What follows belongs to an exercise in optimizing a design on an open flow for small area and a short achievable clock period; a production flow would make more cautious choices. Function was checked by simulation only, so behaviour that the tests miss may differ from the original.

==> exp/quartz: inputs <==
==> flow/design.v <==
module mdio_engine (
    input  wire        clk,
    input  wire        rst,           
    input  wire        req_valid,
    input  wire        req_write,     
    input  wire [4:0]  req_phy,
    input  wire [4:0]  req_reg,
    input  wire [15:0] req_wdata,
    input  wire [31:0] tick_freq,     
    input  wire [31:0] now,           
    input  wire        mdio_i,
    output reg         mdc,
    output wire        mdio_o,
    output reg         mdio_oe,
    output reg         resp_valid,
    output wire [1:0]  resp_status,
    output wire [15:0] resp_rdata,
    output reg         rej_valid
);
    localparam [16:0] D          = 17'd78125;
    localparam [15:0] RETRY_SEED = 16'hFFFF;    
    localparam [15:0] RETRY_LAST = 16'h7FFF;    
    reg         busy;
    reg         start;        
    reg  [5:0]  cnt;          
    reg         op_write;
    reg  [25:0] sh;           
    reg         smp;          
    reg  [31:0] t0;
    reg  [15:0] retry;        
    localparam integer M = 4;
    reg  [9-M:0] dv_q;        
    reg  [16:0] dv_r;         
    reg  [M-1:0] dv_f;        
    reg         dv_c;
    reg         timeout;
    assign resp_status = {1'b0, timeout};
    assign resp_rdata  = sh[15:0];
    function automatic [17:0] dv_stage(input [17:0] t);
        reg [17:0] g, p;        
        reg [17:0] gg, pp;
        reg [18:0] bw;
        integer j, l, s;
        begin
            for (j = 0; j < 18; j = j + 1) begin
                if (j < 17 && D[j]) begin g[j] = ~t[j]; p[j] = 1'b1;  end
                else                begin g[j] = 1'b0;  p[j] = ~t[j]; end
            end
            gg = g; pp = p;
            for (l = 0; l < 5; l = l + 1) begin
                s = 1 << l;
                for (j = 17; j >= 0; j = j - 1) begin
                    if (((j >> l) & 1) == 1) begin
                        gg[j] = gg[j] | (pp[j] & gg[((j >> l) << l) - 1]);
                        pp[j] = pp[j] & pp[((j >> l) << l) - 1];
                    end
                end
            end
            bw[0] = 1'b0;
            for (j = 0; j < 18; j = j + 1) bw[j+1] = gg[j];
            dv_stage[17] = ~bw[18];
            for (j = 0; j < 17; j = j + 1)
                dv_stage[j] = t[j] ^ (~bw[18] & (D[j] ^ bw[j]));
        end
    endfunction
    wire        first = busy & start & ~mdc & (&cnt);
    function automatic [19:0] psub(input [18:0] a, input [18:0] b);
        reg [18:0] gg, pp;
        integer j, l;
        begin
            for (j = 0; j < 19; j = j + 1) begin
                gg[j] = ~a[j] & b[j];
                pp[j] = ~(a[j] ^ b[j]);
            end
            for (l = 0; l < 5; l = l + 1)
                for (j = 18; j >= 0; j = j - 1)
                    if (((j >> l) & 1) == 1) begin
                        gg[j] = gg[j] | (pp[j] & gg[((j >> l) << l) - 1]);
                        pp[j] = pp[j] & pp[((j >> l) << l) - 1];
                    end
            psub[19] = gg[18];
            psub[0]  = a[0] ^ b[0];
            for (j = 1; j < 19; j = j + 1)
                psub[j] = a[j] ^ b[j] ^ gg[j-1];
        end
    endfunction
    wire [18:0] ac_x = {1'b0, tick_freq[31:14]};
    wire [19:0] ac_1 = psub(ac_x, {2'b0, D});
    wire [19:0] ac_2 = psub(ac_x, {1'b0, D, 1'b0});
    wire [19:0] ac_3 = psub(ac_x, {2'b0, D} + {1'b0, D, 1'b0});
    wire [1:0]  ac_q = ~ac_3[19] ? 2'd3 : ~ac_2[19] ? 2'd2 : ~ac_1[19] ? 2'd1 : 2'd0;
    wire [16:0] ac_r = ~ac_3[19] ? ac_3[16:0] : ~ac_2[19] ? ac_2[16:0] :
                       ~ac_1[19] ? ac_1[16:0] : ac_x[16:0];
    reg  [16:0] t0_r;
    reg  [17:0] t0_s;
    reg  [7-M:0] t0_q;
    integer si;
    always @(*) begin
        t0_r = dv_r;
        for (si = 7 - M; si >= 0; si = si - 1) begin
            t0_s     = dv_stage({t0_r, dv_q[si]});
            t0_q[si] = t0_s[17];
            t0_r     = t0_s[16:0];
        end
    end
    function automatic ge_c(input [16+M:0] a, input [16+M:0] b, input cin);
        reg bw;
        integer j;
        begin
            bw = ~cin;
            for (j = 0; j <= 16 + M; j = j + 1)
                bw = (~a[j] & b[j]) | (~(a[j] ^ b[j]) & bw);
            ge_c = ~bw;
        end
    endfunction
    wire [16+M:0] rem = {dv_r, dv_f};
    reg  [(1<<M)-1:0] th;
    integer ki;
    always @(*)
        for (ki = 0; ki < (1 << M); ki = ki + 1)
            th[ki] = ge_c(rem, ki * D, dv_c);
    wire [19:0] el_d   = psub({9'd0, now[9:0]}, {9'd0, t0[9:0]});
    wire [9:0]  el     = el_d[9:0];
    wire        b10    = el_d[19];
    wire [21:0] a_hi   = now[31:10];
    wire [21:0] b_hi   = ~t0[31:10];
    wire        eq0    = (now[31:10] == t0[31:10]);
    wire [21:0] eq1_v  = (a_hi ^ b_hi) ~^ {a_hi[20:0] | b_hi[20:0], 1'b0};
    wire        eq1    = &eq1_v;
    wire        hi_zero = b10 ? eq1 : eq0;
    wire [9-M:0] el_h  = el[9:M];
    wire [M-1:0] el_l  = el[M-1:0];
    wire        lo_ge  = (el_h > dv_q) | ((el_h == dv_q) & ~th[el_l]);
    wire        half_done = ~hi_zero | lo_ge;
    wire        last_cell = &cnt;
    wire [4:0]  k = cnt[4:0];
    reg         line_o;
    always @(*) begin
        if (!cnt[5])
            line_o = 1'b1;
        else case (k)
            5'd0:  line_o = 1'b0;
            5'd1:  line_o = 1'b1;
            5'd2:  line_o = ~op_write;
            5'd3:  line_o = op_write;
            5'd14: line_o = 1'b1;
            5'd15: line_o = 1'b0;
            default: line_o = sh[25];
        endcase
    end
    assign mdio_o = line_o;
    wire [5:0]  cnt_n  = cnt + 6'd1;
    wire        oe_n   = ~(~op_write & cnt_n[5] & (cnt_n[4:0] >= 5'd14));
    wire        sh_out = cnt[5] & (((k >= 5'd4) & (k <= 5'd13)) |
                                   (op_write & (k >= 5'd16) & (k != 5'd31)));
    wire        sh_in  = ~op_write & cnt[5] & (k >= 5'd16);
    always @(posedge clk) begin
        smp       <= mdio_i;
        rej_valid <= ~rst & req_valid & busy;
        if (rst) begin
            busy       <= 1'b0;
            mdc        <= 1'b0;
            mdio_oe    <= 1'b0;
            resp_valid <= 1'b0;
        end else begin
            resp_valid <= 1'b0;
            if (!busy) begin
                if (req_valid) begin
                    busy     <= 1'b1;
                    start    <= 1'b1;
                    op_write <= req_write;
                    sh       <= {req_phy, req_reg, req_wdata};
                    cnt      <= 6'h3F;
                    dv_q     <= {ac_q, tick_freq[13:6+M]};
                    dv_r     <= ac_r;
                    dv_f     <= tick_freq[5+M:6];
                    dv_c     <= (|tick_freq[5:0]) | ~(|tick_freq[31:6]);
                end
            end else if (start) begin
                start <= 1'b0;
                t0    <= now;
                if (!mdc) begin
                    cnt     <= cnt_n;
                    mdio_oe <= oe_n;
                    if (sh_out)
                        sh <= {sh[24:0], smp};
                end else if (sh_in) begin
                    sh <= {sh[24:0], smp};
                end
                if (first) begin
                    dv_q <= {dv_q[9-M:8-M], t0_q};
                    dv_r <= t0_r;
                end
            end else if (half_done) begin
                start <= 1'b1;
                mdc   <= ~mdc;
                if (mdc && last_cell) begin
                    busy       <= 1'b0;
                    mdio_oe    <= 1'b0;
                    resp_valid <= 1'b1;
                    timeout    <= 1'b0;
                end
            end else if (retry == RETRY_LAST) begin
                busy       <= 1'b0;
                mdc        <= 1'b0;
                mdio_oe    <= 1'b0;
                resp_valid <= 1'b1;
                timeout    <= 1'b1;
            end
        end
    end
    always @(posedge clk)
        retry <= start ? RETRY_SEED
                       : {retry[14:0], retry[15] ^ retry[13] ^ retry[12] ^ retry[10]};
endmodule
==> flow/flow/run.sh <==
#!/bin/bash
# Own layout flow: the standard flow (standard synthesis, floorplan, power
# grid, placement, CTS, routing, unchanged SDC) with two settings added:
#  - the port buffers that global placement inserts are buf_1 cells;
#  - the timing-repair passes aim for SETUP_SLACK_MARGIN ns of setup slack,
#    so that the resizer also works on paths that already meet 20 ns;
#  - clock tree synthesis builds the tree from clkbuf_4 / clkbuf_8 cells and
#    adds no dummy loads.
# make's full output goes to make_finish.log here; ORFS keeps each step's
# own log under orfs/logs/.
set -euo pipefail
W=$(pwd)
MARGIN=${OWN_SETUP_MARGIN:-13}
cp config.mk config_own.mk
cat >> config_own.mk <<EOC
export SETUP_SLACK_MARGIN = $MARGIN
export BUFFER_PORTS_ARGS = -buffer_cell sky130_fd_sc_hd__buf_1
export CTS_ARGS = -sink_clustering_enable -repair_clock_nets -buf_list "sky130_fd_sc_hd__clkbuf_4 sky130_fd_sc_hd__clkbuf_8" -dont_use_dummy_load
EOC
python3 - "$W" <<'EOP'
import sys
w = sys.argv[1]
s = open(w + "/standard.sh").read()
a = w + "/config.mk"
assert a in s, "standard.sh does not name config.mk"
open(w + "/standard_own.sh", "w").write(s.replace(a, w + "/config_own.mk"))
EOP
if ! bash standard_own.sh finish > make_finish.log 2>&1; then
    tail -50 make_finish.log
    exit 1
fi
tail -5 make_finish.log
==> flow/standard.sh <==
#!/bin/bash
# synth_recipe.tcl (not shown) runs the flow's synth.tcl, then flattens the netlist and writes it again
# the make line also repeats each setting of config.mk as NAME=value (left out here)
make -C /OpenROAD-flow-scripts/flow DESIGN_CONFIG=/design/flow/config.mk WORK_HOME=/design/flow/orfs CLKGATE_MAP_FILE= SYNTH_SCRIPT=/design/flow/synth_recipe.tcl "${@:-finish}"
==> flow/config.mk <==
export PLATFORM = sky130hd
export DESIGN_NAME = mdio_engine
export DESIGN_NICKNAME = mdio_engine
export VERILOG_FILES = /design/flow/design.v
export SDC_FILE = /design/flow/constraint.sdc
export NUM_CORES = 4
export LEC_CHECK = 0
export ABC_AREA = 1
export CAP_MARGIN = 20
export CORE_MARGIN = 2
export CORE_UTILIZATION = 40
export PLACE_DENSITY = 0.6
export SLEW_MARGIN = 20
==> flow/constraint.sdc <==
create_clock -name core_clock -period 20.0 [get_ports {clk}]
set_input_delay 4.0000 -clock core_clock [delete_from_list [all_inputs] [get_ports {clk}]]
set_output_delay 4.0000 -clock core_clock [all_outputs]
set_load 0.01 [all_outputs]
==> exp/tundra: changes against exp/quartz <==
==> flow/design.v (replaced) <==
module mdio_engine (
    input  wire        clk,
    input  wire        rst,           
    input  wire        req_valid,
    input  wire        req_write,     
    input  wire [4:0]  req_phy,
    input  wire [4:0]  req_reg,
    input  wire [15:0] req_wdata,
    input  wire [31:0] tick_freq,     
    input  wire [31:0] now,           
    input  wire        mdio_i,
    output reg         mdc,
    output wire        mdio_o,
    output wire        mdio_oe,
    output reg         resp_valid,
    output wire [1:0]  resp_status,
    output wire [15:0] resp_rdata,
    output reg         rej_valid
);
    localparam [16:0] D          = 17'd78125;
    localparam [15:0] RETRY_SEED = 16'hFFFF;    
    localparam [15:0] RETRY_LAST = 16'h7FFF;    
    reg         busy;
    reg         start;        
    reg  [5:0]  cnt;          
    reg         op_write;
    reg  [25:0] sh;           
    reg         smp;          
    reg  [31:0] t0;
    reg  [15:0] retry;        
    localparam integer M = 5;
    reg  [9-M:0] dv_q;        
    reg  [16:0] dv_r;         
    reg  [M-1:0] dv_f;        
    reg         dv_c;
    assign resp_status = {1'b0, ~start};
    assign resp_rdata  = sh[15:0];
    function automatic [17:0] dv_stage(input [17:0] t);
        reg [17:0] g, p;        
        reg [17:0] gg, pp;
        reg [18:0] bw;
        integer j, l, s;
        begin
            for (j = 0; j < 18; j = j + 1) begin
                if (j < 17 && D[j]) begin g[j] = ~t[j]; p[j] = 1'b1;  end
                else                begin g[j] = 1'b0;  p[j] = ~t[j]; end
            end
            gg = g; pp = p;
            for (l = 0; l < 5; l = l + 1) begin
                s = 1 << l;
                for (j = 17; j >= 0; j = j - 1) begin
                    if (((j >> l) & 1) == 1) begin
                        gg[j] = gg[j] | (pp[j] & gg[((j >> l) << l) - 1]);
                        pp[j] = pp[j] & pp[((j >> l) << l) - 1];
                    end
                end
            end
            bw[0] = 1'b0;
            for (j = 0; j < 18; j = j + 1) bw[j+1] = gg[j];
            dv_stage[17] = ~bw[18];
            for (j = 0; j < 17; j = j + 1)
                dv_stage[j] = t[j] ^ (~bw[18] & (D[j] ^ bw[j]));
        end
    endfunction
    wire        first = busy & start & ~mdc & (&cnt);
    wire [17:0] ac = dv_stage({1'b0, tick_freq[31:16], tick_freq[15]});
    reg  [16:0] t0_r;
    reg  [17:0] t0_s;
    reg  [8-M:0] t0_q;
    integer si;
    always @(*) begin
        t0_r = dv_r;
        for (si = 8 - M; si >= 0; si = si - 1) begin
            t0_s     = dv_stage({t0_r, dv_q[si]});
            t0_q[si] = t0_s[17];
            t0_r     = t0_s[16:0];
        end
    end
    function automatic ge_c(input [16+M:0] a, input [16+M:0] b, input cin);
        reg bw;
        integer j;
        begin
            bw = ~cin;
            for (j = 0; j <= 16 + M; j = j + 1)
                bw = (~a[j] & b[j]) | (~(a[j] ^ b[j]) & bw);
            ge_c = ~bw;
        end
    endfunction
    wire [16+M:0] rem = {dv_r, dv_f};
    reg  [(1<<M)-1:0] th;
    integer ki;
    always @(*)
        for (ki = 0; ki < (1 << M); ki = ki + 1)
            th[ki] = ge_c(rem, ki * D, dv_c);
    wire        b10    = now[9:0] < t0[9:0];
    wire [21:0] a_hi   = now[31:10];
    wire [21:0] b_hi   = ~t0[31:10];
    wire        eq0    = (now[31:10] == t0[31:10]);
    wire [21:0] eq1_v  = (a_hi ^ b_hi) ~^ {a_hi[20:0] | b_hi[20:0], 1'b0};
    wire        eq1    = &eq1_v;
    wire        hi_zero = b10 ? eq1 : eq0;
    reg  [M:0]  h;                  
    integer hb, hm;
    always @(*) begin
        h = {M+1{1'b0}};
        h[M] = th[(1 << M) - 1];
        for (hb = 0; hb < M; hb = hb + 1)
            for (hm = 0; hm < (1 << (M - 1 - hb)); hm = hm + 1)
                h[hb] = h[hb] | (th[(2*hm + 1) * (1 << hb) - 1] &
                                 ~th[(2*hm + 2) * (1 << hb) - 1]);
    end
    wire [10:0] k_0    = {1'b0, t0[9:0]} + {1'b0, dv_q, {M{1'b0}}};
    wire [10:0] k_t    = k_0 + {{(10-M){1'b0}}, h};
    wire        c1     = now[9:0] >= k_t[9:0];
    wire        lo_ge  = b10 ? (~k_t[10] | c1) : (~k_t[10] & c1);
    wire        half_done = ~hi_zero | lo_ge;
    wire        last_cell = &cnt;
    wire [4:0]  k = cnt[4:0];
    reg         line_o;
    always @(*) begin
        if (!cnt[5])
            line_o = 1'b1;
        else case (k)
            5'd0:  line_o = 1'b0;
            5'd1:  line_o = 1'b1;
            5'd2:  line_o = ~op_write;
            5'd3:  line_o = op_write;
            5'd14: line_o = 1'b1;
            5'd15: line_o = 1'b0;
            default: line_o = sh[25];
        endcase
    end
    assign mdio_o = line_o;
    assign mdio_oe = busy & ~first & ~(~op_write & cnt[5] & (k >= 5'd14));
    wire [5:0]  cnt_n  = cnt + 6'd1;
    wire        sh_out = cnt[5] & (((k >= 5'd4) & (k <= 5'd13)) |
                                   (op_write & (k >= 5'd16) & (k != 5'd31)));
    wire        sh_in  = ~op_write & cnt[5] & (k >= 5'd16);
    always @(posedge clk) begin
        rej_valid <= ~rst & req_valid & busy;
        if (rst) begin
            busy       <= 1'b0;
            mdc        <= 1'b0;
            resp_valid <= 1'b0;
        end else begin
            resp_valid <= 1'b0;
            if (!busy) begin
                if (req_valid)
                    busy <= 1'b1;
            end else if (!start) begin
                if (half_done) begin
                    mdc <= ~mdc;
                    if (mdc && last_cell) begin
                        busy       <= 1'b0;
                        resp_valid <= 1'b1;
                    end
                end else if (retry == RETRY_LAST) begin
                    busy       <= 1'b0;
                    mdc        <= 1'b0;
                    resp_valid <= 1'b1;
                end
            end
        end
    end
    always @(posedge clk) begin
        smp <= mdio_i;
        if (!busy) begin
            start    <= 1'b1;
            op_write <= req_write;
            sh       <= {req_phy, req_reg, req_wdata};
            cnt      <= 6'h3F;
            dv_q     <= {ac[17], tick_freq[14:6+M]};
            dv_r     <= ac[16:0];
            dv_f     <= tick_freq[5+M:6];
            dv_c     <= (|tick_freq[5:0]) | ~(|tick_freq[31:6]);
        end else if (start) begin
            start <= 1'b0;
            t0    <= now;
            if (!mdc) begin
                cnt <= cnt_n;
                if (sh_out)
                    sh <= {sh[24:0], smp};
            end else if (sh_in) begin
                sh <= {sh[24:0], smp};
            end
            if (first) begin
                dv_q <= {dv_q[9-M], t0_q};
                dv_r <= t0_r;
            end
        end else if (half_done) begin
            start <= 1'b1;
        end
    end
    always @(posedge clk)
        retry <= start ? RETRY_SEED
                       : {retry[14:0], retry[15] ^ retry[13] ^ retry[12] ^ retry[10]};
endmodule
--- a/flow/flow/run.sh
+++ b/flow/flow/run.sh
@@ -1,4 +1,8 @@
 #!/bin/bash
-# Own layout flow: the standard flow (standard synthesis, floorplan, power
-# grid, placement, CTS, routing, unchanged SDC) with two settings added:
+# Own layout flow: the standard flow (floorplan, power grid, placement,
+# CTS, routing, unchanged SDC) with these settings added:
+#  - synthesis is the standard synthesis script without its adder
+#    extraction step (ADDER_MAP_FILE empty): extract_fa runs before ABC and
+#    only changes how the combinational logic is mapped; the registers,
+#    their names and their cells are those of the standard synthesis;
 #  - the port buffers that global placement inserts are buf_1 cells;
@@ -12,3 +16,3 @@
 W=$(pwd)
-MARGIN=${OWN_SETUP_MARGIN:-13}
+MARGIN=14
 cp config.mk config_own.mk
@@ -16,2 +20,3 @@
 export SETUP_SLACK_MARGIN = $MARGIN
+export ADDER_MAP_FILE =
 export BUFFER_PORTS_ARGS = -buffer_cell sky130_fd_sc_hd__buf_1
==> exp/zinc: changes against exp/quartz <==
--- a/flow/design.v
+++ b/flow/design.v
@@ -13,3 +13,3 @@
     output wire        mdio_o,
-    output reg         mdio_oe,
+    output wire        mdio_oe,
     output reg         resp_valid,
@@ -35,4 +35,3 @@
     reg         dv_c;
-    reg         timeout;
-    assign resp_status = {1'b0, timeout};
+    assign resp_status = {1'b0, ~start};
     assign resp_rdata  = sh[15:0];
@@ -151,4 +150,4 @@
     assign mdio_o = line_o;
+    assign mdio_oe = busy & ~first & ~(~op_write & cnt[5] & (k >= 5'd14));
     wire [5:0]  cnt_n  = cnt + 6'd1;
-    wire        oe_n   = ~(~op_write & cnt_n[5] & (cnt_n[4:0] >= 5'd14));
     wire        sh_out = cnt[5] & (((k >= 5'd4) & (k <= 5'd13)) |
@@ -162,3 +161,2 @@
             mdc        <= 1'b0;
-            mdio_oe    <= 1'b0;
             resp_valid <= 1'b0;
@@ -183,3 +181,2 @@
                     cnt     <= cnt_n;
-                    mdio_oe <= oe_n;
                     if (sh_out)
@@ -198,5 +195,3 @@
                     busy       <= 1'b0;
-                    mdio_oe    <= 1'b0;
                     resp_valid <= 1'b1;
-                    timeout    <= 1'b0;
                 end
@@ -205,5 +200,3 @@
                 mdc        <= 1'b0;
-                mdio_oe    <= 1'b0;
                 resp_valid <= 1'b1;
-                timeout    <= 1'b1;
             end
--- a/flow/flow/run.sh
+++ b/flow/flow/run.sh
@@ -1,4 +1,8 @@
 #!/bin/bash
-# Own layout flow: the standard flow (standard synthesis, floorplan, power
-# grid, placement, CTS, routing, unchanged SDC) with two settings added:
+# Own layout flow: the standard flow (floorplan, power grid, placement,
+# CTS, routing, unchanged SDC) with these settings added:
+#  - synthesis is the standard synthesis script without its adder
+#    extraction step (ADDER_MAP_FILE empty): extract_fa runs before ABC and
+#    only changes how the combinational logic is mapped; the registers,
+#    their names and their cells are those of the standard synthesis;
 #  - the port buffers that global placement inserts are buf_1 cells;
@@ -12,3 +16,3 @@
 W=$(pwd)
-MARGIN=${OWN_SETUP_MARGIN:-13}
+MARGIN=13
 cp config.mk config_own.mk
@@ -16,2 +20,3 @@
 export SETUP_SLACK_MARGIN = $MARGIN
+export ADDER_MAP_FILE =
 export BUFFER_PORTS_ARGS = -buffer_cell sky130_fd_sc_hd__buf_1
==> flow_summary.ini <==
[floorplanning]
num_tap_cells = 285

[routing]
wire_per_inst_um = 14.4
drt_first_iter_violations = 589
drt_first_pass_iters = 5

[global_route]
gr-usage-met1 = 0.290

[final_layout]
layout.area.seq_mm2 = 0.00324
num-nets-final = 1516

[sta]
timing.fmax_ghz = 0.146

[placed_design]
dp.cells = 1675

[logic_synthesis]
syn-num-nets = 1416
synth-edff-count = 94

[critical_path]
critical-path-top-cell-by-count = nand2_2
worstSetupPathDepth = 29

[run_status]
outcome = no timing/DRC/antenna violations

[clock_tree]
cts_post_setup_buffers_inserted = 1
-- figures above: exp/zinc

==> flow_summary.ini <==
[placed_design]
dp.cells = 1953

[routing]
drt_first_iter_violations = 532

[logic_synthesis]
synth-edff-count = 87
syn-num-nets = 1657

[clock_tree]
cts_post_setup_buffers_inserted = 0

[sta]
timing.fmax_ghz = 0.171

[floorplanning]
num_tap_cells = 324

[run_status]
outcome = no timing/DRC/antenna violations

[global_route]
gr-usage-met1 = 0.292

[final_layout]
layout.area.seq_mm2 = 0.00318
num-nets-final = 1760
-- figures above: exp/tundra

==> flow_summary.ini <==
[run_status]
outcome = no timing/DRC/antenna violations

[final_layout]
num-nets-final = 1550

[critical_path]
critical-path-top-cell-by-count = nand2_2
worstSetupPathDepth = 25

[sta]
timing.fmax_ghz = 0.147

[routing]
drt_first_iter_violations = 537
drt_first_pass_iters = 7
wire_per_inst_um = 14.4

[clock_tree]
cts_post_setup_buffers_inserted = 0

[placed_design]
dp.cells = 1684

[floorplanning]
num_tap_cells = 319
-- figures above: exp/quartz

==> what the ideal ports hide <==
In the flow no input, the clock included, has a driving cell. The finished layouts below were timed again as built, in two steps.
Step 1 sets driving cells, clkbuf_16 on the clock port and buf_2 on the other inputs (assumed; they add their load-dependent delay and slew).
Step 2 also shifts input and output timing later by t, the mid clock arrival at the registers, as if the neighbouring blocks saw the same clock.
Slacks: ideal / step 1 / step 2; pairs: ideal / step 1.
run | t, ns | setup WS [ns] | clock arrival spread, ns | worst data-port slew with drivers (ns) | pins driven straight from the clock port
exp/quartz | 0.460 | 13.177 / 13.194 / 12.734 | 0.039 / 0.038 | 0.06 | 1
exp/tundra | 0.464 | 14.140 / 14.097 / 13.776 | 0.038 / 0.038 | 0.07 | 1
exp/zinc | 0.471 | 13.169 / 13.185 / 12.714 | 0.040 / 0.040 | 0.06 | 1
After both steps every run listed still meets setup and hold. The setup slack of exp/zinc, which loses most, moves by +0.016 ns with the drivers and by -0.455 ns with both steps.
